This design comes from an exercise in tuning for small area on the open sky130 flow, not from production work.
The RTL was checked by simulation tests, not by an equivalence proof against the original design.

File: flow/config.mk
export PLATFORM = sky130hd
export DESIGN_NAME = ssc_mux
export DESIGN_NICKNAME = ssc_mux
export VERILOG_FILES = /design/flow/design.v
export SDC_FILE = /design/flow/constraint.sdc
export NUM_CORES = 4
export LEC_CHECK = 0
export ABC_AREA = 1
export ABC_CLOCK_PERIOD_IN_PS = 140000
export CAP_MARGIN = 20
export CORE_MARGIN = 2
export CORE_UTILIZATION = 40
export PLACE_DENSITY = 0.6
export SLEW_MARGIN = 20
File: flow/constraint.sdc
create_clock -name core_clock -period 140.0 [get_ports {clk}]
set_input_delay 28.0000 -clock core_clock [delete_from_list [all_inputs] [get_ports {clk}]]
set_output_delay 28.0000 -clock core_clock [all_outputs]
set_load 0.01 [all_outputs]
File: flow/design.v
module ssc_seg7 (
    input  wire [3:0] n,
    output reg  [6:0] glyph
);
    always @(*) begin
        case (n)
            4'd0:    glyph = 7'h3F;
            4'd1:    glyph = 7'h06;
            4'd2:    glyph = 7'h5B;
            4'd3:    glyph = 7'h4F;
            4'd4:    glyph = 7'h66;
            4'd5:    glyph = 7'h6D;
            4'd6:    glyph = 7'h7D;
            4'd7:    glyph = 7'h07;
            4'd8:    glyph = 7'h7F;
            4'd9:    glyph = 7'h6F;
            default: glyph = 7'h00;
        endcase
    end
endmodule
module ssc_glyphs (
    input  wire [7:0] c,
    input  wire [7:0] unk,
    output wire [7:0] dglyph,    
    output reg  [7:0] cglyph     
);
    wire [6:0] g7;
    ssc_seg7 u_seg7 (.n(c[3:0]), .glyph(g7));
    wire lo_digit = (c[3:0] <= 4'd9);
    assign dglyph = (c[7:4] == 4'h0 && lo_digit) ? {1'b0, g7} : 8'h00;
    wire [7:0] letter = (c >= 8'h61 && c <= 8'h7A) ? {c[7:6], 1'b0, c[4:0]} : c;
    always @(*) begin
        if (c[7:4] == 4'h3 && lo_digit) begin
            cglyph = {1'b0, g7};
        end else begin
            case (letter)
                "A": cglyph = 8'h77;
                "B": cglyph = 8'h7C;
                "C": cglyph = 8'h39;
                "D": cglyph = 8'h5E;
                "E": cglyph = 8'h79;
                "F": cglyph = 8'h71;
                "G": cglyph = 8'h3D;
                "H": cglyph = 8'h76;
                "I": cglyph = 8'h30;
                "J": cglyph = 8'h1E;
                "K": cglyph = 8'h75;
                "L": cglyph = 8'h38;
                "M": cglyph = 8'h37;
                "N": cglyph = 8'h54;
                "O": cglyph = 8'h3F;
                "P": cglyph = 8'h73;
                "Q": cglyph = 8'h67;
                "R": cglyph = 8'h50;
                "S": cglyph = 8'h6D;
                "T": cglyph = 8'h78;
                "U": cglyph = 8'h3E;
                "V": cglyph = 8'h3E;
                "W": cglyph = 8'h2A;
                "X": cglyph = 8'h76;
                "Y": cglyph = 8'h6E;
                "Z": cglyph = 8'h5B;
                ".":   cglyph = 8'h80;
                "-":   cglyph = 8'h40;
                "!":   cglyph = 8'h82;
                "?":   cglyph = 8'h53;
                "(":   cglyph = 8'h39;
                ")":   cglyph = 8'h0F;
                "[":   cglyph = 8'h39;
                "]":   cglyph = 8'h0F;
                "/":   cglyph = 8'h52;
                8'h5C: cglyph = 8'h64;    
                "*":   cglyph = 8'h63;
                8'hB0: cglyph = 8'h63;    
                8'h22: cglyph = 8'h22;    
                8'h27: cglyph = 8'h02;    
                "+":   cglyph = 8'h46;
                "_":   cglyph = 8'h08;
                ":":   cglyph = 8'h09;
                ";":   cglyph = 8'h0D;
                "=":   cglyph = 8'h48;
                ">":   cglyph = 8'h0C;
                "<":   cglyph = 8'h18;
                "^":   cglyph = 8'h23;
                ",":   cglyph = 8'h04;
                " ":   cglyph = 8'h00;
                default: cglyph = unk;
            endcase
        end
    end
endmodule
module ssc_add3 (
    input  wire [3:0] a,
    output wire [3:0] s
);
    assign s[3] = a[3] | (a[2] & a[0]) | (a[2] & a[1]);
    assign s[2] = (a[3] & a[0]) | (a[2] & ~a[1] & ~a[0]);
    assign s[1] = (a[3] & ~a[0]) | (~a[2] & a[1]) | (a[1] & a[0]);
    assign s[0] = (a[3] & ~a[0]) | (~a[3] & ~a[2] & a[0]) | (a[2] & a[1] & ~a[0]);
endmodule
module ssc_int_enc (
    input  wire [31:0] v,        
    input  wire [3:0]  dlen,     
    input  wire        lz,       
    output reg         in_range,
    output reg  [63:0] digits
);
    wire neg = v[31];
    function automatic le32(input [31:0] a, input [31:0] b);
        integer k;
        reg le;
        begin
            le = 1'b1;
            for (k = 0; k < 32; k = k + 1)
                le = (~a[k] & b[k]) | (~(a[k] ^ b[k]) & le);
            le32 = le;
        end
    endfunction
    reg [7:0] pos_ok, neg_ok;
    always @(*) begin
        pos_ok[0] = le32(v, 32'd9);
        pos_ok[1] = le32(v, 32'd99);
        pos_ok[2] = le32(v, 32'd999);
        pos_ok[3] = le32(v, 32'd9999);
        pos_ok[4] = le32(v, 32'd99999);
        pos_ok[5] = le32(v, 32'd999999);
        pos_ok[6] = le32(v, 32'd9999999);
        pos_ok[7] = le32(v, 32'd99999999);
        neg_ok[0] = 1'b0;
        neg_ok[1] = le32(-32'sd9, v);
        neg_ok[2] = le32(-32'sd99, v);
        neg_ok[3] = le32(-32'sd999, v);
        neg_ok[4] = le32(-32'sd9999, v);
        neg_ok[5] = le32(-32'sd99999, v);
        neg_ok[6] = le32(-32'sd999999, v);
        neg_ok[7] = le32(-32'sd9999999, v);
        case (dlen[2:0])
            3'd1:    in_range = neg ? neg_ok[0] : pos_ok[0];
            3'd2:    in_range = neg ? neg_ok[1] : pos_ok[1];
            3'd3:    in_range = neg ? neg_ok[2] : pos_ok[2];
            3'd4:    in_range = neg ? neg_ok[3] : pos_ok[3];
            3'd5:    in_range = neg ? neg_ok[4] : pos_ok[4];
            3'd6:    in_range = neg ? neg_ok[5] : pos_ok[5];
            3'd7:    in_range = neg ? neg_ok[6] : pos_ok[6];
            default: in_range = neg ? neg_ok[7] : pos_ok[7];
        endcase
    end
    reg [23:0] neg_lo;
    reg        bw;
    integer i, k;
    always @(*) begin
        bw = 1'b1;
        for (i = 0; i < 24; i = i + 1) begin
            neg_lo[i] = ~(v[i] ^ bw);
            bw = bw & ~v[i];
        end
    end
    wire [26:0] mag = neg ? {3'b000, neg_lo} : v[26:0];
    wire [31:0] bcd;
    genvar s, g;
    generate
        for (s = 0; s <= 27; s = s + 1) begin : g_dd
            wire [31:0] b;       
            if (s == 0) begin : g0
                assign b = 32'd0;
            end else begin : gs
                wire [31:0] a;
                for (g = 0; g < 8; g = g + 1) begin : g_dig
                    if ((1 << (s - 1)) - 1 >= 5 * (10 ** g)) begin : g_a3
                        ssc_add3 u_a3 (.a(g_dd[s-1].b[g*4 +: 4]), .s(a[g*4 +: 4]));
                    end else begin : g_pass
                        assign a[g*4 +: 4] = g_dd[s-1].b[g*4 +: 4];
                    end
                end
                assign b = {a[30:0], mag[27-s]};
            end
        end
    endgenerate
    assign bcd = g_dd[27].b;
    wire [6:0] g7 [0:7];
    generate
        for (g = 0; g < 8; g = g + 1) begin : g_glyph
            ssc_seg7 u_glyph (.n(bcd[g*4 +: 4]), .glyph(g7[g]));
        end
    endgenerate
    reg [7:0] show;
    reg       any;
    always @(*) begin
        any = 1'b0;
        for (i = 7; i >= 0; i = i - 1) begin
            any = any | (bcd[i*4 +: 4] != 4'd0);
            show[i] = lz | any | (i == 0);
        end
        for (i = 0; i < 8; i = i + 1) begin
            digits[i*8 +: 8] = show[i] ? {1'b0, g7[i]} : 8'h00;
            if (neg && (lz ? (dlen[2:0] == i[2:0] + 3'd1) : (i > 0 && !show[i] && show[i-1])))
                digits[i*8 +: 8] = 8'h40;
        end
    end
endmodule
module ssc_div_q0 (
    input  wire [31:0] n,
    input  wire [15:0] d,
    output reg         q0
);
    wire [16:0] de = {1'b0, d};
    reg [16:0] t;
    reg [15:0] r;
    reg [16:0] diff;
    reg        bw, ge;
    integer s, k, w;
    always @(*) begin
        r  = 16'd0;
        ge = 1'b0;
        for (s = 0; s < 32; s = s + 1) begin
            t  = {r, n[31-s]};
            w  = (s + 1 < 17) ? s + 1 : 17;      
            bw = 1'b0;
            for (k = 0; k < 17; k = k + 1) begin
                if (k < w) begin
                    diff[k] = t[k] ^ de[k] ^ bw;
                    bw = (~t[k] & de[k]) | (~t[k] & bw) | (de[k] & bw);
                end else begin
                    diff[k] = 1'b0;
                    bw = bw | de[k];
                end
            end
            ge = ~bw;
            r  = ge ? diff[15:0] : t[15:0];
        end
        q0 = ge;
    end
endmodule
module ssc_mux #(
    parameter integer CLK_PER_MS = 16
) (
    input  wire        clk,
    input  wire        rst,          
    input  wire        bus_rd,
    input  wire        bus_wr,
    input  wire [3:0]  bus_addr,
    input  wire [31:0] bus_wdata,
    output reg  [31:0] rdata,
    output wire [7:0]  seg_out,
    output wire [7:0]  dig_act,
    output wire [63:0] dig_duty,     
    output wire        out_en
);
    localparam [3:0] A_CMD = 4'h0, A_ARG = 4'h1, A_RESULT = 4'h2, A_STATUS = 4'h3,
                     A_CONFIG = 4'h4, A_BLINK_IV = 4'h5, A_UNK_GLYPH = 4'h6,
                     A_CTRL = 4'h7, A_NOW_MS = 4'h8, A_EN_MASK = 4'h9,
                     A_BL_MASK = 4'hA, A_SEQ = 4'hB;
    localparam [7:0] OP_NOP = 8'h00, OP_INIT = 8'h01, OP_CLEAR = 8'h02, OP_REFRESH = 8'h03,
                     OP_SET_BYTE = 8'h10, OP_SET_DIGIT = 8'h11, OP_SET_CHAR = 8'h12,
                     OP_SET_SEG = 8'h13, OP_SET_INT = 8'h14, OP_SHIFT = 8'h15,
                     OP_EN_DIGIT = 8'h20, OP_BLINK_DIGIT = 8'h21, OP_EN_ALL = 8'h22,
                     OP_BLINK_ALL = 8'h23,
                     OP_GET_BYTE = 8'h30, OP_GET_SEG = 8'h31, OP_GLYPH_DIGIT = 8'h32,
                     OP_GLYPH_CHAR = 8'h33, OP_GLYPH_MINUS = 8'h34, OP_GLYPH_DOT = 8'h35,
                     OP_SEG_SET = 8'h36, OP_SEG_TEST = 8'h37, OP_INVERT = 8'h38,
                     OP_IN_RANGE = 8'h39;
    localparam [1:0] S_IDLE = 2'd0, S_SLOT = 2'd1, S_GAP = 2'd2;
    localparam integer PW = (CLK_PER_MS > 1) ? $clog2(CLK_PER_MS) : 1;
    reg [7:0]  fb [0:7];
    reg [7:0]  en;
    reg [7:0]  bl;
    reg [31:0] arg;
    reg [7:0]  result;           
    reg        init, rej, pend;
    reg        pol, has_dp;
    reg [3:0]  dlen;
    reg [7:0]  dwell, bright;
    reg [15:0] iv;
    reg [7:0]  unk;
    reg        cont;
    reg [31:0] now_ms;
    reg [PW-1:0] presc;
    reg [1:0]  seq_state;
    reg [3:0]  seq_idx;
    reg [7:0]  seq_cnt;
    reg        seq_lit;
    reg [7:0]  seq_latch;
    wire [7:0] op  = bus_wdata[31:24];
    wire [7:0] f_d = bus_wdata[23:16];
    wire [7:0] f_s = bus_wdata[15:8];
    wire [7:0] f_b = bus_wdata[7:0];
    wire wr     = bus_wr && !rst;
    wire wr_cmd = wr && bus_addr == A_CMD;
    wire cmd    = wr_cmd && init;        
    wire d_ok   = (f_d < {4'd0, dlen});
    wire seg_ok = (f_s < 8'd7) || (f_s == 8'd7 && has_dp);
    wire [7:0] digit_glyph_b, char_glyph_b;
    ssc_glyphs u_glyphs (.c(f_b), .unk(unk), .dglyph(digit_glyph_b), .cglyph(char_glyph_b));
    wire        int_ok;
    wire [63:0] int_bytes;
    ssc_int_enc u_int (.v(arg), .dlen(dlen), .lz(f_b[0]),
                       .in_range(int_ok), .digits(int_bytes));
    wire       is_shift = (op == OP_SHIFT);
    wire [2:0] amt = is_shift ? (3'd0 - f_b[2:0]) : f_d[2:0];
    reg  [7:0] r1 [0:7];
    reg  [7:0] r2 [0:7];
    reg  [7:0] rot [0:7];
    reg  [7:0] shift_fb [0:7];
    reg  signed [9:0] src;
    integer i;
    always @(*) begin
        for (i = 0; i < 8; i = i + 1) r1[i]  = amt[0] ? fb[(i + 1) % 8] : fb[i];
        for (i = 0; i < 8; i = i + 1) r2[i]  = amt[1] ? r1[(i + 2) % 8] : r1[i];
        for (i = 0; i < 8; i = i + 1) rot[i] = amt[2] ? r2[(i + 4) % 8] : r2[i];
        for (i = 0; i < 8; i = i + 1) begin
            src = i[9:0] - {{2{f_b[7]}}, f_b};
            shift_fb[i] = (src >= 0 && src < $signed({6'd0, dlen})) ? rot[i] : 8'h00;
        end
    end
    wire [7:0] fb_d = rot[0];
    wire [7:0] seg_mask = 8'd1 << f_s[2:0];
    wire        tick  = (presc == PW'(CLK_PER_MS - 1));
    wire [31:0] now_n = now_ms + {31'd0, tick};
    wire q0;
    ssc_div_q0 u_div (.n(now_n), .d(iv), .q0(q0));
    wire blink_on = ~q0;
    wire st_idle = (seq_state == S_IDLE);
    wire st_slot = (seq_state == S_SLOT);
    wire st_gap  = (seq_state == S_GAP);
    wire cnt_one = (seq_cnt == 8'd1);
    wire run     = cont || pend;
    wire start_pass = (st_idle && init && run) || (st_gap && tick && cnt_one && run);
    wire slot_next  = st_slot && tick && cnt_one;
    wire begin_slot = start_pass || slot_next;
    reg [7:0] cand, onehot;
    reg [7:0] latch_n;
    reg [2:0] j;
    reg       found, bl_j, seen;
    always @(*) begin
        for (i = 0; i < 8; i = i + 1)
            cand[i] = en[i] && (i < dlen) && (!st_slot || i > seq_idx[2:0]);
        seen = 1'b0;
        for (i = 0; i < 8; i = i + 1) begin
            onehot[i] = cand[i] && !seen;
            seen = seen || cand[i];
        end
        found   = seen;
        j       = 3'd0;
        latch_n = 8'd0;
        bl_j    = 1'b0;
        for (i = 0; i < 8; i = i + 1) begin
            if (onehot[i]) j = i[2:0];
            latch_n = latch_n | ({8{onehot[i]}} & fb[i]);
            bl_j    = bl_j | (onehot[i] & bl[i]);
        end
    end
    wire busy = !st_idle;
    always @(*) begin
        rdata = 32'd0;
        if (!rst && bus_rd) begin
            case (bus_addr)
                A_ARG:       rdata = arg;
                A_RESULT:    rdata = {24'd0, result};
                A_STATUS:    rdata = {28'd0, pend, rej, busy, init};
                A_CONFIG:    rdata = {8'd0, bright, dwell, dlen, 2'b00, has_dp, pol};
                A_BLINK_IV:  rdata = {16'd0, iv};
                A_UNK_GLYPH: rdata = {24'd0, unk};
                A_CTRL:      rdata = {31'd0, cont};
                A_NOW_MS:    rdata = now_ms;
                A_EN_MASK:   rdata = {24'd0, en};
                A_BL_MASK:   rdata = {24'd0, bl};
                A_SEQ:       rdata = {8'd0, seq_latch, seq_cnt, seq_idx, 1'b0, seq_lit, seq_state};
                default:     rdata = 32'd0;
            endcase
        end
    end
    wire pend_set = cmd && op == OP_REFRESH;
    wire single_wr = cmd && d_ok &&
                     (op == OP_SET_BYTE || op == OP_SET_DIGIT || op == OP_SET_CHAR ||
                      (op == OP_SET_SEG && seg_ok));
    reg [7:0] single_v;
    always @(*) begin
        case (op[1:0])
            2'd0:    single_v = f_b;
            2'd1:    single_v = digit_glyph_b;
            2'd2:    single_v = char_glyph_b;
            default: single_v = f_b[0] ? (fb_d | seg_mask) : (fb_d & ~seg_mask);
        endcase
    end
    wire multi_wr = cmd && (op == OP_CLEAR || op == OP_SHIFT || (op == OP_SET_INT && int_ok));
    always @(posedge clk) begin
        if (rst) begin
            for (i = 0; i < 8; i = i + 1)
                fb[i] <= 8'h00;
            en        <= 8'hFF;
            bl        <= 8'h00;
            arg       <= 32'd0;
            result    <= 8'd0;
            init      <= 1'b0;
            rej       <= 1'b0;
            pend      <= 1'b0;
            pol       <= 1'b0;
            has_dp    <= 1'b1;
            dlen      <= 4'd8;
            dwell     <= 8'd2;
            bright    <= 8'd200;
            iv        <= 16'd250;
            unk       <= 8'h49;
            cont      <= 1'b1;
            now_ms    <= 32'd0;
            presc     <= {PW{1'b0}};
            seq_state <= S_IDLE;
            seq_idx   <= 4'd0;
            seq_cnt   <= 8'd0;
            seq_lit   <= 1'b0;
            seq_latch <= 8'h00;
        end else begin
            presc  <= tick ? {PW{1'b0}} : presc + 1'b1;
            now_ms <= now_n;
            for (i = 0; i < 8; i = i + 1) begin
                if (single_wr && f_d[2:0] == i[2:0])
                    fb[i] <= single_v;
                else if (multi_wr && i < dlen)
                    fb[i] <= (op[2] ? (op[0] ? shift_fb[i] : int_bytes[i*8 +: 8]) : 8'h00);
            end
            if (bus_wr) begin
                case (bus_addr)
                    A_CMD: begin
                        if (!init) begin
                            if (op == OP_INIT)
                                init <= 1'b1;
                            else if (op != OP_NOP)
                                rej <= 1'b1;
                        end else begin
                            case (op)
                                OP_NOP, OP_CLEAR, OP_REFRESH, OP_SHIFT: ;
                                OP_SET_BYTE, OP_SET_DIGIT, OP_SET_CHAR:
                                    if (!d_ok) rej <= 1'b1;
                                OP_SET_SEG:
                                    if (!(d_ok && seg_ok)) rej <= 1'b1;
                                OP_SET_INT:
                                    if (!int_ok) rej <= 1'b1;
                                OP_EN_DIGIT:
                                    if (d_ok) en[f_d[2:0]] <= f_b[0];
                                    else rej <= 1'b1;
                                OP_BLINK_DIGIT:
                                    if (d_ok) bl[f_d[2:0]] <= f_b[0];
                                    else rej <= 1'b1;
                                OP_EN_ALL:
                                    for (i = 0; i < 8; i = i + 1)
                                        if (i < dlen) en[i] <= f_b[0];
                                OP_BLINK_ALL:
                                    for (i = 0; i < 8; i = i + 1)
                                        if (i < dlen) bl[i] <= f_b[0];
                                OP_GET_BYTE:
                                    if (d_ok) result <= fb_d;
                                    else begin
                                        result <= 8'd0;
                                        rej    <= 1'b1;
                                    end
                                OP_GET_SEG:
                                    if (d_ok && seg_ok) result <= {7'd0, fb_d[f_s[2:0]]};
                                    else begin
                                        result <= 8'd0;
                                        rej    <= 1'b1;
                                    end
                                OP_GLYPH_DIGIT:
                                    result <= digit_glyph_b;
                                OP_GLYPH_CHAR:
                                    result <= char_glyph_b;
                                OP_GLYPH_MINUS:
                                    result <= 8'h40;
                                OP_GLYPH_DOT:
                                    result <= 8'h80;
                                OP_SEG_SET:
                                    if (seg_ok)
                                        result <= f_d[0] ? (f_b | seg_mask) : (f_b & ~seg_mask);
                                    else begin
                                        result <= f_b;
                                        rej    <= 1'b1;
                                    end
                                OP_SEG_TEST:
                                    if (seg_ok) result <= {7'd0, f_b[f_s[2:0]]};
                                    else begin
                                        result <= 8'd0;
                                        rej    <= 1'b1;
                                    end
                                OP_INVERT:
                                    result <= ~f_b;
                                OP_IN_RANGE:
                                    result <= {7'd0, int_ok};
                                default:         
                                    rej <= 1'b1;
                            endcase
                        end
                    end
                    A_ARG:
                        arg <= bus_wdata;
                    A_STATUS:
                        if (bus_wdata[2]) rej <= 1'b0;
                    A_CONFIG:
                        if (init) rej <= 1'b1;
                        else begin
                            pol    <= bus_wdata[0];
                            has_dp <= bus_wdata[1];
                            if (bus_wdata[7:4] >= 4'd1 && bus_wdata[7:4] <= 4'd8)
                                dlen <= bus_wdata[7:4];
                            else
                                rej <= 1'b1;
                            if (bus_wdata[15:8] != 8'd0)
                                dwell <= bus_wdata[15:8];
                            else
                                rej <= 1'b1;
                            bright <= bus_wdata[23:16];
                        end
                    A_BLINK_IV:
                        if (bus_wdata[15:0] != 16'd0) iv <= bus_wdata[15:0];
                        else rej <= 1'b1;
                    A_UNK_GLYPH:
                        if (init) rej <= 1'b1;
                        else unk <= bus_wdata[7:0];
                    A_CTRL:
                        cont <= bus_wdata[0];
                    default:         
                        rej <= 1'b1;
                endcase
            end
            if (begin_slot) begin
                seq_cnt <= dwell;
                if (found) begin
                    seq_state <= S_SLOT;
                    seq_idx   <= {1'b0, j};
                    seq_lit   <= !(bl_j && !blink_on);
                    seq_latch <= latch_n;
                end else begin
                    seq_state <= S_GAP;
                    seq_idx   <= dlen;
                    seq_lit   <= 1'b0;
                end
            end else if (!st_idle && tick) begin
                if (cnt_one) begin       
                    seq_state <= S_IDLE;
                    seq_idx   <= 4'd0;
                    seq_cnt   <= 8'd0;
                    seq_lit   <= 1'b0;
                end else
                    seq_cnt <= seq_cnt - 8'd1;
            end
            if (pend_set)
                pend <= 1'b1;
            else if (start_pass)
                pend <= 1'b0;
        end
    end
    wire lit_now = st_slot && seq_lit;
    wire [7:0] duty_on = pol ? ~bright : bright;
    genvar g;
    generate
        for (g = 0; g < 8; g = g + 1) begin : g_digit
            assign dig_act[g] = lit_now && (seq_idx == g);
            assign dig_duty[g*8 +: 8] = dig_act[g] ? duty_on : {8{pol}};
        end
        for (g = 0; g < 8; g = g + 1) begin : g_seg
            assign seg_out[g] = (lit_now && seq_latch[g] && (g < 7 || has_dp)) ^ pol;
        end
    endgenerate
    assign out_en = init;
endmodule
File: flow/run.sh
#!/bin/bash
# synth_recipe.tcl (not shown) runs the flow's synth.tcl, then flattens the netlist and writes it again
# the make line also repeats each setting of config.mk as NAME=value (left out here)
make -C /OpenROAD-flow-scripts/flow DESIGN_CONFIG=/design/flow/config.mk WORK_HOME=/design/flow/orfs CLKGATE_MAP_FILE= SYNTH_SCRIPT=/design/flow/synth_recipe.tcl finish
==> results.txt, run 1 <==
die area 0.115 mm²; root buf cell clkbuf_16; Die Y 339 µm; total area of sequential cells 0.00460 mm²; WHS 0.453 ns; Fillers 11952; vias post-DR 51736; core area 0.111 mm²; Stages on worst setup path 523; DP Area 0.0486 mm²; total CTS buffers 27; endpoint class of the critical path flop; worst reg2reg path depth 523; PortBufs 152; CTS Buffer Depth 3; TritonCTS clock tree done; crit path from presc[0]; clock slew at reported path FFs 0.07 ns; DP Worst Slack -1.87 ns; Vias/cell 5.57; cell with the most instances after synthesis nand2_1; Setup Skew 0.0207 ns; Post-Synthesis Cell Area 0.0449 mm²; period utilisation layout 96.5%; CP peak stage delay 0.43 ns; IO Count 153; final instance area 0.0504 mm²; Placed Cells 9211; synthesized flop and latch total 229; final hold violation count 0; R2R Path Start presc[0]; crit path launch type flop; worst min path class reg2reg; reg-to-reg slack, setup 4.84 ns; hold buffers post-CTS 0; critical path type reg2reg; Rows 122; synth unique cells 82; routed wl met2 75.9 mm; vias in the first global route 47224; outcome no timing/DRC/antenna violations; Async SR Flop Fraction 0%; max-slew violations 0; Met1 Wirelength 84.0 mm; slowest CP cell fa_1; cell taking the most area after synthesis nand2_1; CP Data Required Time 140.43 ns; gr ovfl total 0; initial antenna violation count 3; Max Freq 7.40 MHz; GP Congestion 1.01; Hold Path Depth 1; Multi-input gate area 0.0363 mm²; Hold Crit Start presc[0]; wire per inst 19.7 µm; fin worst setup slack 4.84 ns; WP data arrival 135.59 ns; WHS Endpoint presc[0]; initial core utilization 40.5%; clock sink total 229; delay-heaviest family, CP adder cells; CP endpoint seq_lit; minimum clock period 135.16 ns; Final ANT Viol Nets 0; synth top area cells nand2_1 20%, fa_1 14%, dfxtp_1 10%; met3 WL 17.3 mm; max cap viols 0; fraction of layout cells with a size suffix above 1 11.4%; Yosys top cell area share 20.1%; Seq/Total Area, Yosys 10.2%; Area growth syn-to-layout 12.3%; Synth Flop Type dfxtp_1; worst-skew pair later-pin latency 0.59 ns; warnings from Yosys 12; WP buf/inv 57; die width 339 µm; nets@finish 8299; Gate Count Post-Synth 7672; Synth top cells by count 2410 x nand2_1, 959 x inv_1, 684 x nor2_1; final wirelength 183 mm; Slew HR 22.7%; Final Setup Violations 0; Post-DP HPWL 144 mm; syn avg cell area 5.85 µm²; crit-path most repeated cell fa_2; worst-path maximum fanout 15; first-iteration detailed-routing DRC count 5704; first-pass GRT wire length 280 mm; DRC 0; GRT Util Overall 30.6%; Worst-Margin Slew 1.15 ns; top sig layer met4; CTS HTree Levels 1; Post-synth EDFFs 0; Pre-antenna DRT Iters 6; largest net degree at the start of global routing 101; fin cells 9292; Critical R2R Capture seq_lit
## timing repair
| action | CTS | global route |
|---|---|---|
| resized for setup | 37 | 155 |
| pin swaps | 18 | 33 |
| setup endpoints to repair | 1 | 1 |
| buffers inserted | 19 | 11 |
## layout by cell type (no fill, tap or decap), types with 17 or more instances in the layout
master	n
nor4_1	23
buf_4	163
o211ai_1	31
o21bai_1	18
a21oi_1	289
o21ai_1	65
o21ai_0	539
nand2_1	2398
o22ai_1	64
a21oi_2	17
fa_2	171
nor2_1	676
clkbuf_16	27
clkinv_1	23
inv_1	949
xnor2_1	21
nand4_1	78
nand2_2	137
o221ai_1	22
o2111ai_1	20
dfxtp_1	214
a22oi_1	57
a31oi_1	31
nor3_1	73
o21ai_2	25
nand3_4	18
nor2_2	45
a221oi_1	34
nand3_1	669
xor2_1	46
nand3_2	49
inv_2	60
clkdlybuf4s50_1	150
fa_1	148
ha_1	156
or2_2	69
## cells by family after synthesis
| family | share of synthesized area [%] |
|---|---|
| simple gates | 41.6 |
| compound gates | 17.1 |
| buf+inv | 11.0 |
| flops | 10.2 |
| xor+xnor | 1.38 |
| mux | 0.137 |
| fa+ha+maj | 18.6 |
## worst min-delay path by stage
stage / start / end / slack, ns
floorplan: presc[0] / presc[0] / 0.42
global placement: presc[0] / presc[0] / 0.44
## sequential cells by signal (all words and copies together), names as in the netlist, 2 cells and up
name	flops
arg	32
bl	8
bright	8
dlen	4
dwell	8
en	8
fb	64
iv	16
now_ms	32
presc	4
result	8
seq_cnt	8
seq_idx	4
seq_latch	8
seq_state	2
unk	8
## cell type report
cell class | count | share of cell area, %
multi-input combinational | 6173 | 71.9
sequential | 229 | 9.12
inverter | 1035 | 7.72
timing repair buffer | 316 | 5.46
tap | 1488 | 3.69
clock buffer | 31 | 1.43
clock inverter | 19 | 0.630
antenna | 1 | 0.00496
## stage by stage
stage,utilization [%],TNS [ns]
6_report,45.5,0
5_1_grt,45.5,-0.0870
4_1_cts,45.0,0
3_5_place_dp,43.8,-1.87
3_3_place_gp,43.8,0
2_1_floorplan,-,0
## layer usage
metal  up-vias  GRT usage [%]
li1      25038              -
met5         -              0
met1     24210           45.0
met4         0           7.71
met2      2182           45.7
met3       306           5.47
==> run 2: changes to the inputs <==
--- a/flow/design.v
+++ b/flow/design.v
@@ -1,21 +1,31 @@
 module ssc_seg7 (
     input  wire [3:0] n,
-    output reg  [6:0] glyph
+    output wire [6:0] g
 );
-    always @(*) begin
-        case (n)
-            4'd0:    glyph = 7'h3F;
-            4'd1:    glyph = 7'h06;
-            4'd2:    glyph = 7'h5B;
-            4'd3:    glyph = 7'h4F;
-            4'd4:    glyph = 7'h66;
-            4'd5:    glyph = 7'h6D;
-            4'd6:    glyph = 7'h7D;
-            4'd7:    glyph = 7'h07;
-            4'd8:    glyph = 7'h7F;
-            4'd9:    glyph = 7'h6F;
-            default: glyph = 7'h00;
-        endcase
-    end
+    assign g[0] = n[3] | n[1] | (n[2] & n[0]) | (~n[2] & ~n[0]);
+    assign g[1] = ~n[2] | (n[1] & n[0]) | (~n[1] & ~n[0]);
+    assign g[2] = n[2] | ~n[1] | n[0];
+    assign g[3] = n[3] | (~n[2] & ~n[0]) | (n[1] & ~n[0]) | (~n[2] & n[1]) | (n[2] & ~n[1] & n[0]);
+    assign g[4] = ~n[0] & (~n[2] | n[1]);
+    assign g[5] = n[3] | (~n[1] & ~n[0]) | (n[2] & ~n[1]) | (n[2] & ~n[0]);
+    assign g[6] = n[3] | (n[2] & ~n[1]) | (~n[2] & n[1]) | (n[1] & ~n[0]);
+endmodule
+module ssc_add3 (
+    input  wire [3:0] a,
+    output wire [3:0] s
+);
+    assign s[3] = a[3] | (a[2] & a[0]) | (a[2] & a[1]);
+    assign s[2] = (a[3] & a[0]) | (a[2] & ~a[1] & ~a[0]);
+    assign s[1] = (a[3] & ~a[0]) | (~a[2] & a[1]) | (a[1] & a[0]);
+    assign s[0] = (a[3] & ~a[0]) | (~a[3] & ~a[2] & a[0]) | (a[2] & a[1] & ~a[0]);
+endmodule
+module ssc_add3s (
+    input  wire [2:0] a,
+    output wire [3:0] s
+);
+    assign s[3] = a[2] & (a[1] | a[0]);
+    assign s[2] = a[2] & ~a[1] & ~a[0];
+    assign s[1] = a[1] & (~a[2] | a[0]);
+    assign s[0] = (~a[2] & a[0]) | (a[2] & a[1] & ~a[0]);
 endmodule
 module ssc_glyphs (
@@ -26,6 +36,6 @@
 );
     wire [6:0] g7;
-    ssc_seg7 u_seg7 (.n(c[3:0]), .glyph(g7));
-    wire lo_digit = (c[3:0] <= 4'd9);
+    ssc_seg7 u_seg7 (.n(c[3:0]), .g(g7));
+    wire lo_digit = ~c[3] | (~c[2] & ~c[1]);        
     assign dglyph = (c[7:4] == 4'h0 && lo_digit) ? {1'b0, g7} : 8'h00;
     wire [7:0] letter = (c >= 8'h61 && c <= 8'h7A) ? {c[7:6], 1'b0, c[4:0]} : c;
@@ -90,13 +100,4 @@
     end
 endmodule
-module ssc_add3 (
-    input  wire [3:0] a,
-    output wire [3:0] s
-);
-    assign s[3] = a[3] | (a[2] & a[0]) | (a[2] & a[1]);
-    assign s[2] = (a[3] & a[0]) | (a[2] & ~a[1] & ~a[0]);
-    assign s[1] = (a[3] & ~a[0]) | (~a[2] & a[1]) | (a[1] & a[0]);
-    assign s[0] = (a[3] & ~a[0]) | (~a[3] & ~a[2] & a[0]) | (a[2] & a[1] & ~a[0]);
-endmodule
 module ssc_int_enc (
     input  wire [31:0] v,        
@@ -107,46 +108,7 @@
 );
     wire neg = v[31];
-    function automatic le32(input [31:0] a, input [31:0] b);
-        integer k;
-        reg le;
-        begin
-            le = 1'b1;
-            for (k = 0; k < 32; k = k + 1)
-                le = (~a[k] & b[k]) | (~(a[k] ^ b[k]) & le);
-            le32 = le;
-        end
-    endfunction
-    reg [7:0] pos_ok, neg_ok;
-    always @(*) begin
-        pos_ok[0] = le32(v, 32'd9);
-        pos_ok[1] = le32(v, 32'd99);
-        pos_ok[2] = le32(v, 32'd999);
-        pos_ok[3] = le32(v, 32'd9999);
-        pos_ok[4] = le32(v, 32'd99999);
-        pos_ok[5] = le32(v, 32'd999999);
-        pos_ok[6] = le32(v, 32'd9999999);
-        pos_ok[7] = le32(v, 32'd99999999);
-        neg_ok[0] = 1'b0;
-        neg_ok[1] = le32(-32'sd9, v);
-        neg_ok[2] = le32(-32'sd99, v);
-        neg_ok[3] = le32(-32'sd999, v);
-        neg_ok[4] = le32(-32'sd9999, v);
-        neg_ok[5] = le32(-32'sd99999, v);
-        neg_ok[6] = le32(-32'sd999999, v);
-        neg_ok[7] = le32(-32'sd9999999, v);
-        case (dlen[2:0])
-            3'd1:    in_range = neg ? neg_ok[0] : pos_ok[0];
-            3'd2:    in_range = neg ? neg_ok[1] : pos_ok[1];
-            3'd3:    in_range = neg ? neg_ok[2] : pos_ok[2];
-            3'd4:    in_range = neg ? neg_ok[3] : pos_ok[3];
-            3'd5:    in_range = neg ? neg_ok[4] : pos_ok[4];
-            3'd6:    in_range = neg ? neg_ok[5] : pos_ok[5];
-            3'd7:    in_range = neg ? neg_ok[6] : pos_ok[6];
-            default: in_range = neg ? neg_ok[7] : pos_ok[7];
-        endcase
-    end
+    integer i;
     reg [23:0] neg_lo;
     reg        bw;
-    integer i, k;
     always @(*) begin
         bw = 1'b1;
@@ -157,5 +119,4 @@
     end
     wire [26:0] mag = neg ? {3'b000, neg_lo} : v[26:0];
-    wire [31:0] bcd;
     genvar s, g;
     generate
@@ -167,6 +128,8 @@
                 wire [31:0] a;
                 for (g = 0; g < 8; g = g + 1) begin : g_dig
-                    if ((1 << (s - 1)) - 1 >= 5 * (10 ** g)) begin : g_a3
+                    if ((1 << (s - 1)) - 1 >= 8 * (10 ** g)) begin : g_a3
                         ssc_add3 u_a3 (.a(g_dd[s-1].b[g*4 +: 4]), .s(a[g*4 +: 4]));
+                    end else if ((1 << (s - 1)) - 1 >= 5 * (10 ** g)) begin : g_a3s
+                        ssc_add3s u_a3 (.a(g_dd[s-1].b[g*4 +: 3]), .s(a[g*4 +: 4]));
                     end else begin : g_pass
                         assign a[g*4 +: 4] = g_dd[s-1].b[g*4 +: 4];
@@ -177,58 +140,145 @@
         end
     endgenerate
-    assign bcd = g_dd[27].b;
+    wire [31:0] bcd = g_dd[27].b;
     wire [6:0] g7 [0:7];
     generate
         for (g = 0; g < 8; g = g + 1) begin : g_glyph
-            ssc_seg7 u_glyph (.n(bcd[g*4 +: 4]), .glyph(g7[g]));
+            ssc_seg7 u_glyph (.n(bcd[g*4 +: 4]), .g(g7[g]));
         end
     endgenerate
-    reg [7:0] show;
-    reg       any;
+    reg [8:0] tz;
+    always @(*) begin
+        tz[8] = 1'b1;
+        for (i = 7; i >= 0; i = i - 1)
+            tz[i] = tz[i+1] & (bcd[i*4 +: 4] == 4'd0);
+    end
+    wire below_1e8 = (v[26:0] < 27'd100000000);
+    always @(*) begin
+        if (!neg)
+            in_range = (v[30:27] == 4'd0) && below_1e8 && tz[dlen];
+        else
+            in_range = (v[30:24] == 7'h7F) && (v[23:0] != 24'd0) && tz[dlen - 4'd1];
+    end
     always @(*) begin
-        any = 1'b0;
-        for (i = 7; i >= 0; i = i - 1) begin
-            any = any | (bcd[i*4 +: 4] != 4'd0);
-            show[i] = lz | any | (i == 0);
-        end
         for (i = 0; i < 8; i = i + 1) begin
-            digits[i*8 +: 8] = show[i] ? {1'b0, g7[i]} : 8'h00;
-            if (neg && (lz ? (dlen[2:0] == i[2:0] + 3'd1) : (i > 0 && !show[i] && show[i-1])))
+            if (neg && (lz ? (dlen[2:0] == i[2:0] + 3'd1)
+                           : (i > 0 && tz[i] && (i == 1 || !tz[i-1]))))
                 digits[i*8 +: 8] = 8'h40;
+            else if (lz || i == 0 || !tz[i])
+                digits[i*8 +: 8] = {1'b0, g7[i]};
+            else
+                digits[i*8 +: 8] = 8'h00;
         end
     end
 endmodule
-module ssc_div_q0 (
-    input  wire [31:0] n,
-    input  wire [15:0] d,
-    output reg         q0
-);
-    wire [16:0] de = {1'b0, d};
-    reg [16:0] t;
-    reg [15:0] r;
-    reg [16:0] diff;
-    reg        bw, ge;
-    integer s, k, w;
-    always @(*) begin
-        r  = 16'd0;
-        ge = 1'b0;
-        for (s = 0; s < 32; s = s + 1) begin
-            t  = {r, n[31-s]};
-            w  = (s + 1 < 17) ? s + 1 : 17;      
-            bw = 1'b0;
-            for (k = 0; k < 17; k = k + 1) begin
-                if (k < w) begin
-                    diff[k] = t[k] ^ de[k] ^ bw;
-                    bw = (~t[k] & de[k]) | (~t[k] & bw) | (de[k] & bw);
-                end else begin
-                    diff[k] = 1'b0;
-                    bw = bw | de[k];
+module ssc_fa (
+    input  wire a, b, ci,
+    output wire s, co
+);
+    assign s  = a ^ b ^ ci;
+    assign co = (a & b) | (a & ci) | (b & ci);
+endmodule
+module ssc_fa1 (
+    input  wire a, b,
+    output wire s, co
+);
+    assign s  = ~(a ^ b);
+    assign co = a | b;
+endmodule
+module ssc_sel (
+    input  wire s, sn,           
+    input  wire a, b,
+    output wire y                
+);
+    assign y = (s & b) | (sn & a);
+endmodule
+module ssc_div_hi #(
+    parameter integer H = 18
+) (
+    input  wire [H-1:0] nh,
+    input  wire [15:0]  d,
+    output wire [15:0]  rh       
+);
+    wire [15:0] nd = ~d;
+    wire [16:0] dz;
+    assign dz[16] = 1'b1;
+    genvar k, s;
+    generate
+        for (k = 15; k >= 0; k = k - 1) begin : g_dz
+            assign dz[k] = dz[k+1] & ~d[k];
+        end
+        for (s = 0; s < H; s = s + 1) begin : st
+            localparam integer W = (s < 16) ? s + 1 : 17;      
+            wire [W-1:0] t;
+            wire [16:1] c;
+            wire [15:0] sum;
+            wire [15:0] r;
+            wire ge, gen;
+            if (s == 0) begin : t0
+                assign t = nh[H-1];
+            end else begin : ts
+                assign t = {st[s-1].r[W-2:0], nh[H-1-s]};
+            end
+            for (k = 0; k < 16; k = k + 1) begin : b
+                if (k < W) begin : u
+                    if (k == 0) begin : f1
+                        ssc_fa1 u_fa (.a(t[k]), .b(nd[k]), .s(sum[k]), .co(c[k+1]));
+                    end else begin : f
+                        ssc_fa u_fa (.a(t[k]), .b(nd[k]), .ci(c[k]), .s(sum[k]), .co(c[k+1]));
+                    end
+                    ssc_sel u_sel (.s(ge), .sn(gen), .a(t[k]), .b(sum[k]), .y(r[k]));
+                end else begin : z
+                    assign r[k] = 1'b0;
                 end
             end
-            ge = ~bw;
-            r  = ge ? diff[15:0] : t[15:0];
+            if (W == 17) begin : gw
+                assign ge = t[16] | c[16];
+            end else begin : gn
+                assign ge = c[W] & dz[W];
+            end
+            assign gen = ~ge;
         end
-        q0 = ge;
-    end
+    endgenerate
+    assign rh = st[H-1].r;
+endmodule
+module ssc_div_lo #(
+    parameter integer L = 14
+) (
+    input  wire [15:0]  rh,
+    input  wire [L-1:0] nl,
+    input  wire [15:0]  d,
+    output wire         q0
+);
+    wire [15:0] nd = ~d;
+    genvar k, s;
+    generate
+        for (s = 0; s < L; s = s + 1) begin : st
+            wire [16:0] t;
+            wire [16:1] c;
+            wire [15:0] sum;
+            wire [15:0] r;
+            wire ge, gen;
+            if (s == 0) begin : t0
+                assign t = {rh, nl[L-1]};
+            end else begin : ts
+                assign t = {st[s-1].r, nl[L-1-s]};
+            end
+            for (k = 0; k < 16; k = k + 1) begin : b
+                if (k == 0) begin : f1
+                    ssc_fa1 u_fa (.a(t[k]), .b(nd[k]), .s(sum[k]), .co(c[k+1]));
+                end else begin : f
+                    ssc_fa u_fa (.a(t[k]), .b(nd[k]), .ci(c[k]), .s(sum[k]), .co(c[k+1]));
+                end
+                if (s < L - 1) begin : m
+                    ssc_sel u_sel (.s(ge), .sn(gen), .a(t[k]), .b(sum[k]), .y(r[k]));
+                end else begin : mz
+                    assign r[k] = 1'b0;
+                end
+            end
+            assign ge  = t[16] | c[16];
+            assign gen = ~ge;
+        end
+    endgenerate
+    assign q0 = st[L-1].ge;
 endmodule
 module ssc_mux #(
@@ -262,4 +312,5 @@
     localparam [1:0] S_IDLE = 2'd0, S_SLOT = 2'd1, S_GAP = 2'd2;
     localparam integer PW = (CLK_PER_MS > 1) ? $clog2(CLK_PER_MS) : 1;
+    integer i;
     reg [7:0]  fb [0:7];
     reg [7:0]  en;
@@ -281,4 +332,5 @@
     reg        seq_lit;
     reg [7:0]  seq_latch;
+    reg [15:0] rh;               
     wire [7:0] op  = bus_wdata[31:24];
     wire [7:0] f_d = bus_wdata[23:16];
@@ -303,5 +355,4 @@
     reg  [7:0] shift_fb [0:7];
     reg  signed [9:0] src;
-    integer i;
     always @(*) begin
         for (i = 0; i < 8; i = i + 1) r1[i]  = amt[0] ? fb[(i + 1) % 8] : fb[i];
@@ -315,8 +366,28 @@
     wire [7:0] fb_d = rot[0];
     wire [7:0] seg_mask = 8'd1 << f_s[2:0];
-    wire        tick  = (presc == PW'(CLK_PER_MS - 1));
-    wire [31:0] now_n = now_ms + {31'd0, tick};
+    wire tick      = (presc == PW'(CLK_PER_MS - 1));
+    wire tick_next = (presc == PW'(CLK_PER_MS - 2));     
+    reg [31:0] now_n;
+    localparam integer SPLIT = 14;       
+    reg [31-SPLIT:0] nh_next;
+    reg        cy;
+    always @(*) begin
+        cy = tick;
+        for (i = 0; i < 32; i = i + 1) begin
+            now_n[i] = now_ms[i] ^ cy;
+            cy = cy & now_ms[i];
+        end
+        cy = tick_next & (&now_n[SPLIT-1:0]);
+        for (i = 0; i < 32 - SPLIT; i = i + 1) begin
+            nh_next[i] = now_n[SPLIT+i] ^ cy;
+            cy = cy & now_n[SPLIT+i];
+        end
+    end
+    wire        iv_load = wr && bus_addr == A_BLINK_IV && bus_wdata[15:0] != 16'd0;
+    wire [15:0] iv_next = iv_load ? bus_wdata[15:0] : iv;
+    wire [15:0] rh_next;
+    ssc_div_hi #(.H(32 - SPLIT)) u_div_hi (.nh(nh_next), .d(iv_next), .rh(rh_next));
     wire q0;
-    ssc_div_q0 u_div (.n(now_n), .d(iv), .q0(q0));
+    ssc_div_lo #(.L(SPLIT)) u_div_lo (.rh(rh), .nl(now_n[SPLIT-1:0]), .d(iv), .q0(q0));
     wire blink_on = ~q0;
     wire st_idle = (seq_state == S_IDLE);
@@ -410,5 +481,7 @@
             seq_lit   <= 1'b0;
             seq_latch <= 8'h00;
+            rh        <= 16'd0;
         end else begin
+            rh <= rh_next;
             presc  <= tick ? {PW{1'b0}} : presc + 1'b1;
             now_ms <= now_n;
==> flow/flow/run.sh (new file) <==
#!/bin/bash
# Layout flow: the standard layout (standard.sh), except that synthesis
# runs flow/my_synth.tcl, which is synth_recipe.tcl with an area-recovering
# ABC script (flow/abc_own.script) for the final technology mapping.
# Each step's full output goes to a log file in the work folder.
set -euo pipefail
here=$(cd "$(dirname "${BASH_SOURCE[0]}")" && pwd)
sed "s#SYNTH_SCRIPT=[^ ]*#SYNTH_SCRIPT=$here/my_synth.tcl#" standard.sh > own_synth.sh
grep -q "SYNTH_SCRIPT=$here/my_synth.tcl" own_synth.sh
bash own_synth.sh synth > synth.log 2>&1
bash standard.sh > layout.log 2>&1
==> flow/flow/abc_own.script (new file) <==
strash
dch
amap
topo
==> flow/flow/my_synth.tcl (new file) <==
# The standard synthesis (synth_recipe.tcl), with one change: the final
# technology mapping runs ABC with the area-recovering script in
# abc_own.script (beside this file) in place of ORFS's abc script.
set ::own_dir [file dirname [file normalize [info script]]]
proc synth {args} { yosys synth -nofsm -noshare {*}$args }
proc abc {args} {
  set out {}
  set skip 0
  foreach a $args {
    if { $skip } { lappend out [file join $::own_dir abc_own.script]; set skip 0; continue }
    if { $a eq "-script" } { set skip 1 }
    lappend out $a
  }
  yosys abc {*}$out
}
source $::env(SCRIPTS_DIR)/synth.tcl
# left out here: clear keep_hierarchy, flatten, clean up, hide names made inside functions, write 1_2_yosys.v
==> flow/standard.sh (new file) <==
#!/bin/bash
# synth_recipe.tcl (not shown) runs the flow's synth.tcl, then flattens the netlist and writes it again
# the make line also repeats each setting of config.mk as NAME=value (left out here)
make -C /OpenROAD-flow-scripts/flow DESIGN_CONFIG=/design/flow/config.mk WORK_HOME=/design/flow/orfs CLKGATE_MAP_FILE= SYNTH_SCRIPT=/design/flow/synth_recipe.tcl "${@:-finish}"
--- a/flow/config.mk
+++ b/flow/config.mk
@@ -13,2 +13,3 @@
 export PLACE_DENSITY = 0.6
 export SLEW_MARGIN = 20
+export SYNTH_HIERARCHICAL = 1
removed: flow/run.sh
==> results.txt, run 2 <==
die width 311 µm (-8.3%); GP Congestion 1.02 (+0.53%); Die Y 311 µm (-8.3%); endpoint class of the critical path flop; largest net degree at the start of global routing 93 (-7.9%); vias in the first global route 37228 (-21%); critical path type in2reg; Stages on worst setup path 218 (-58%); syn avg cell area 7.38 µm² (+26%); root buf cell clkbuf_16; core area 0.0933 mm² (-16%); hold buffers post-CTS 0 (unchanged); global route hottest layer met2; final hold violation count 0 (unchanged); Top reg by flops fb; R2R Path Start presc[0]; Post-Synthesis Cell Area 0.0377 mm² (-16%); Area growth syn-to-layout 12.7%; Final ANT Viol Nets 0 (unchanged); minimum clock period 108.36 ns (-26.80 ns); gr ovfl total 0 (unchanged); Top Registers fb x64, arg x32, now_ms x32; first-iteration detailed-routing DRC count 4050 (-29%); final wirelength 135 mm (-26%); initial core utilization 40.4% (-0.064 points); Pre-antenna DRT Iters 10 (+4); max cap viols 0 (unchanged); RSZ-0062 raised after global routing false; Slew HR 16.9% (-5.7 points); GRT Util Overall 27.3% (-3.3 points); setup TNS 0 ns (unchanged); fin worst setup slack 31.64 ns (+26.80 ns); CP endpoint rh[2]; Final Setup Violations 0 (unchanged); first-pass GRT wire length 213 mm (-24%); Gate Count Post-Synth 5111 (-33%); commonest non-fill, non-tap cells in the layout 976 x clkinv_1, 637 x nor2_1, 418 x o21ai_0; CTS Buffer Depth 3 (unchanged); delay-heaviest family, CP adder cells; CP Data Required Time 140.44 ns (about the same); period utilisation layout 77.4% (-19 points); Worst-Margin Slew 1.25 ns (+0.0947 ns); Critical R2R Capture seq_lit; crit path from bus_wdata[4]; clock sink total 245 (+7.0%); warnings from Yosys 16 (+4); Vias/cell 5.99 (+7.5%); reg-to-reg slack, setup 37.73 ns (+32.89 ns); worst-path maximum fanout 29 (+14); crit path launch type input pin; Max Freq 9.23 MHz (+25%); worst-skew pair later-pin latency 0.60 ns (about the same); post-CTS setup buffer count 0 (-19); nets@finish 5937 (-28%); wire per inst 20.3 µm (+3.1%); met1 Usage GRT 38.5% (-6.5 points); DP Worst Slack 31.30 ns (+33.17 ns); clock slew at reported path FFs 0.07 ns (about the same); M2 GR Usage 42.3% (-3.3 points); PortBufs 152 (unchanged); Largest register FFs 64 (unchanged); post-cts resize count 0 (-100%); outcome no timing/DRC/antenna violations; Rows 112 (-8.2%); initial antenna violation count 9 (+6); commonest non-fill, non-tap cell in the layout clkinv_1; worst reg2reg path depth 284 (-46%); fraction of layout cells with a size suffix above 1 2.89% (-8.5 points); met3 global-route usage 4.20% (-1.3 points); vias post-DR 39900 (-23%); slowest CP cell nor4_1; IO Count 153 (unchanged); Setup Skew 0.0136 ns (-0.00710 ns); Hold Path Depth 2 (+1); total CTS buffers 29 (+7.4%); die area 0.0968 mm² (-16%); max-slew violations 0 (unchanged); Post-DP HPWL 108 mm (-25%); DRC 0 (unchanged); WP buf/inv 21 (-63%); TritonCTS clock tree done; CTS HTree Levels 1 (unchanged); CP peak stage delay 1.06 ns (+0.63 ns); WP data arrival 108.81 ns (-26.78 ns); crit-path most repeated cell fa_1; worst min path class reg2reg
==> run 2: per-layer routing <==
layer	wire [µm]	vias up
met5	46	-
met4	5070	6
met3	11100	266
met2	58400	1607
met1	60500	18822
li1	-	19199
==> run 2: cell type report <==
| type | count | area [µm²] |
|---|---|---|
| antenna | 4 | 10.0 |
| clock buffer | 38 | 790 |
| clock inverter | 16 | 179 |
| fill | 9495 | 50800 |
| inverter | 977 | 3670 |
| multi-input combinational | 3887 | 29200 |
| sequential | 245 | 4910 |
| tap | 1254 | 1570 |
| timing repair buffer | 243 | 2200 |
==> run 2: worst min path at each step <==
stage / startpoint / end / slack (ns)
after global placement: dwell[0] / dwell[0] / 0.46
final: dwell[6] / dwell[6] / 0.48
after CTS: bright[5] / bright[5] / 0.48
after global routing: dwell[0] / dwell[0] / 0.49
after floorplan: bl[2] / bl[2] / 0.43
after detailed placement: bright[5] / bright[5] / 0.47
==> run 2: worst reg2reg max path, delay by kind of cell, from the launching register on <==
kind | cells | cell delay, ns
flops | 1 | 0.35
fa+ha+maj | 224 | 86.27
simple gates | 18 | 2.73
buf+inv | 27 | 7.73
compound gates | 15 | 5.18
==> run 2: metrics by stage <==
step | hold WS, ns | util (%) | cell area (µm²) | std cells
finish | 0.482 | 45.6 | 42500 | 6664
global route | 0.492 | 45.6 | 42500 | 6662
CTS | 0.475 | 45.5 | 42500 | 6659
detailed placement | 0.465 | 44.5 | 41500 | 6605
global placement | 0.458 | 44.5 | 41500 | 6604
floorplan | 0.433 | - | 37700 | 5118
==> run 3: changes to the inputs <==
==> flow/run.sh (new file) <==
#!/bin/bash
# synth_recipe.tcl (not shown) runs the flow's synth.tcl, then flattens the netlist and writes it again
# the make line also repeats each setting of config.mk as NAME=value (left out here)
make -C /OpenROAD-flow-scripts/flow DESIGN_CONFIG=/design/flow/config.mk WORK_HOME=/design/flow/orfs CLKGATE_MAP_FILE= SYNTH_SCRIPT=/design/flow/synth_recipe.tcl finish
removed: flow/flow/run.sh
removed: flow/flow/abc_own.script
removed: flow/flow/my_synth.tcl
removed: flow/standard.sh
==> results.txt, run 3 <==
gr ovfl total 0 (unchanged); Largest register FFs 64 (unchanged); core area 0.105 mm² (+12%); final instance area 0.0465 mm² (+9.3%); initial antenna violation count 11 (+2); max-slew violations 0 (unchanged); first-pass GRT wire length 256 mm (+20%); fraction of layout cells with a size suffix above 1 8.16% (+5.3 points); RSZ-0062 raised after global routing false; crit-path most repeated cell fa_1; DP Area 0.0453 mm² (+9.0%); Worst-Margin Slew 1.36 ns (+0.111 ns); PortBufs 152 (unchanged); GP Congestion 1.04 (+2.7%); worst-skew pair later-pin latency 0.58 ns (-0.02 ns); hold buffers post-CTS 0 (unchanged); TritonCTS clock tree done; post-cts resize count 0 (unchanged); Gate Count Post-Synth 7073 (+38%); die area 0.108 mm² (+12%); period utilisation layout 73.8% (-3.6 points); initial core utilization 40.2% (-0.26 points); warnings from Yosys 16 (unchanged); Post-DP HPWL 132 mm (+22%); largest net degree at the start of global routing 92 (-1.1%); Rows 119 (+6.3%); nets@finish 7739 (+30%); commonest non-fill, non-tap cells in the layout 2776 x nand2_1, 650 x inv_1, 566 x nand3_1; CP peak stage delay 0.80 ns (-0.26 ns); CTS HTree Levels 2 (+1); Top reg by flops fb; minimum clock period 103.28 ns (-5.09 ns); clock sink total 245 (unchanged); syn avg cell area 5.96 µm² (-19%); vias post-DR 46791 (+17%); vias in the first global route 42808 (+15%); CTS Buffer Depth 3 (unchanged); Pre-antenna DRT Iters 8 (-2); endpoint class of the critical path flop; outcome no timing/DRC/antenna violations; Final ANT Viol Nets 0 (unchanged); reg-to-reg slack, setup 42.77 ns (+5.04 ns); CP Data Required Time 140.38 ns (-0.06 ns); GRT Util Overall 30.4% (+3.1 points); Vias/cell 5.44 (-9.1%); commonest non-fill, non-tap cell in the layout nand2_1; worst min path class reg2reg; final wirelength 165 mm (+22%); Top Registers fb x64, arg x32, now_ms x32; final hold violation count 0 (unchanged); root buf cell clkbuf_16; WP data arrival 103.66 ns (-5.15 ns); first-iteration detailed-routing DRC count 5274 (+30%); post-CTS setup buffer count 0 (unchanged); clock slew at reported path FFs 0.06 ns (about the same); Fillers 11375 (+20%); DP Worst Slack 36.43 ns (+5.13 ns); crit path launch type input pin; IO Count 153 (unchanged); wire per inst 19.2 µm (-5.2%); Die Y 329 µm (+5.6%); Setup Skew 0.0415 ns (+0.0280 ns); setup TNS 0 ns (unchanged); critical path type in2reg; slowest CP cell nor2_1; Post-Synthesis Cell Area 0.0421 mm² (+12%); Max Freq 9.68 MHz (+4.9%); fin worst setup slack 36.72 ns (+5.09 ns); max cap viols 0 (unchanged); Area growth syn-to-layout 10.3%; worst-path maximum fanout 21 (-28%); DRC 0 (unchanged); Final Setup Violations 0 (unchanged); Slew HR 8.60% (-8.3 points); total CTS buffers 34 (+17%); die width 329 µm (+5.6%)
==> run 3: per-layer routing <==
layer,track usage [%],vias up,routed length (µm)
li1,-,22828,-
met1,43.2,21597,73400
met2,45.0,1991,68400
met3,6.68,367,16700
met4,10.8,8,6710
met5,0,-,49
==> run 3: layout make-up <==
class | count | area [µm²] | share of cell area, %
Multi-Input combinational cell | 5861 | 33500 | 72.1
Antenna cell | 3 | 7.51 | 0.0162
Tap cell | 1391 | 1740 | 3.74
Clock inverter | 10 | 134 | 0.288
Clock buffer | 48 | 973 | 2.09
Inverter | 819 | 3070 | 6.61
Sequential cell | 245 | 4910 | 10.6
Timing Repair Buffer | 224 | 2130 | 4.58
==> run 3: through the flow <==
stage / util [%] / hold slack (ns) / instances
global route: 44.3 / 0.483 / 8598
global placement: 43.1 / 0.444 / 8531
detailed placement: 43.1 / 0.451 / 8535
CTS: 44.2 / 0.463 / 8593
finish: 44.3 / 0.463 / 8601
floorplan: - / 0.430 / 7080
==> run 3: worst paths after layout <==
check,to,cells after the start,from
setup / recovery,rh[12],240,bus_wdata[3]
setup reg to reg,seq_lit,287,presc[0]
hold / removal,en[7],1,en[7]
hold reg to reg,en[7],1,en[7]
==> run 3: worst max-delay path, delay by kind of cell <==
family,cells,cell delay [ns]
adders and majority gates,151,60.14
and+or+nand+nor,63,9.57
buffers and inverters,24,5.62
AOI/OAI and AO/OA,2,0.24

[afterwards: timing with drivers on the ports]
The flow's constraints put no driver on any port. The routed layouts listed below were extracted and timed again, unchanged, in two steps. Step 1, drivers: a clkbuf_16 drives clk and a buf_2 each remaining input, both assumed. Step 2 times the ports against the registers' clock, not the clock port: input delays grow and output delays shrink by t, the midpoint of the rising clock arrivals with the driver on. Slacks: no drivers / after step 1 / after step 2; pairs: no drivers / after step 1.
| run | t (ns) | setup slack, ns | hold WS [ns] | worst setup path at the end | worst data-port slew with drivers (ns) |
|---|---|---|---|---|---|
| run 1 | 0.647 | 4.840 / 4.840 / 4.840 | 0.453 / 0.453 / 0.453 | register to register | 0.08 |
| run 2 | 0.646 | 31.636 / 31.630 / 30.984 | 0.482 / 0.482 / 0.482 | input to register | 0.14 |
| run 3 | 0.627 | 36.723 / 36.764 / 36.137 | 0.463 / 0.463 / 0.463 | input to register | 0.18 |
After both steps every run listed still meets setup and hold. For run 2, which loses most, drivers alone change the setup slack by -0.006 ns; drivers and shift together by -0.652 ns.
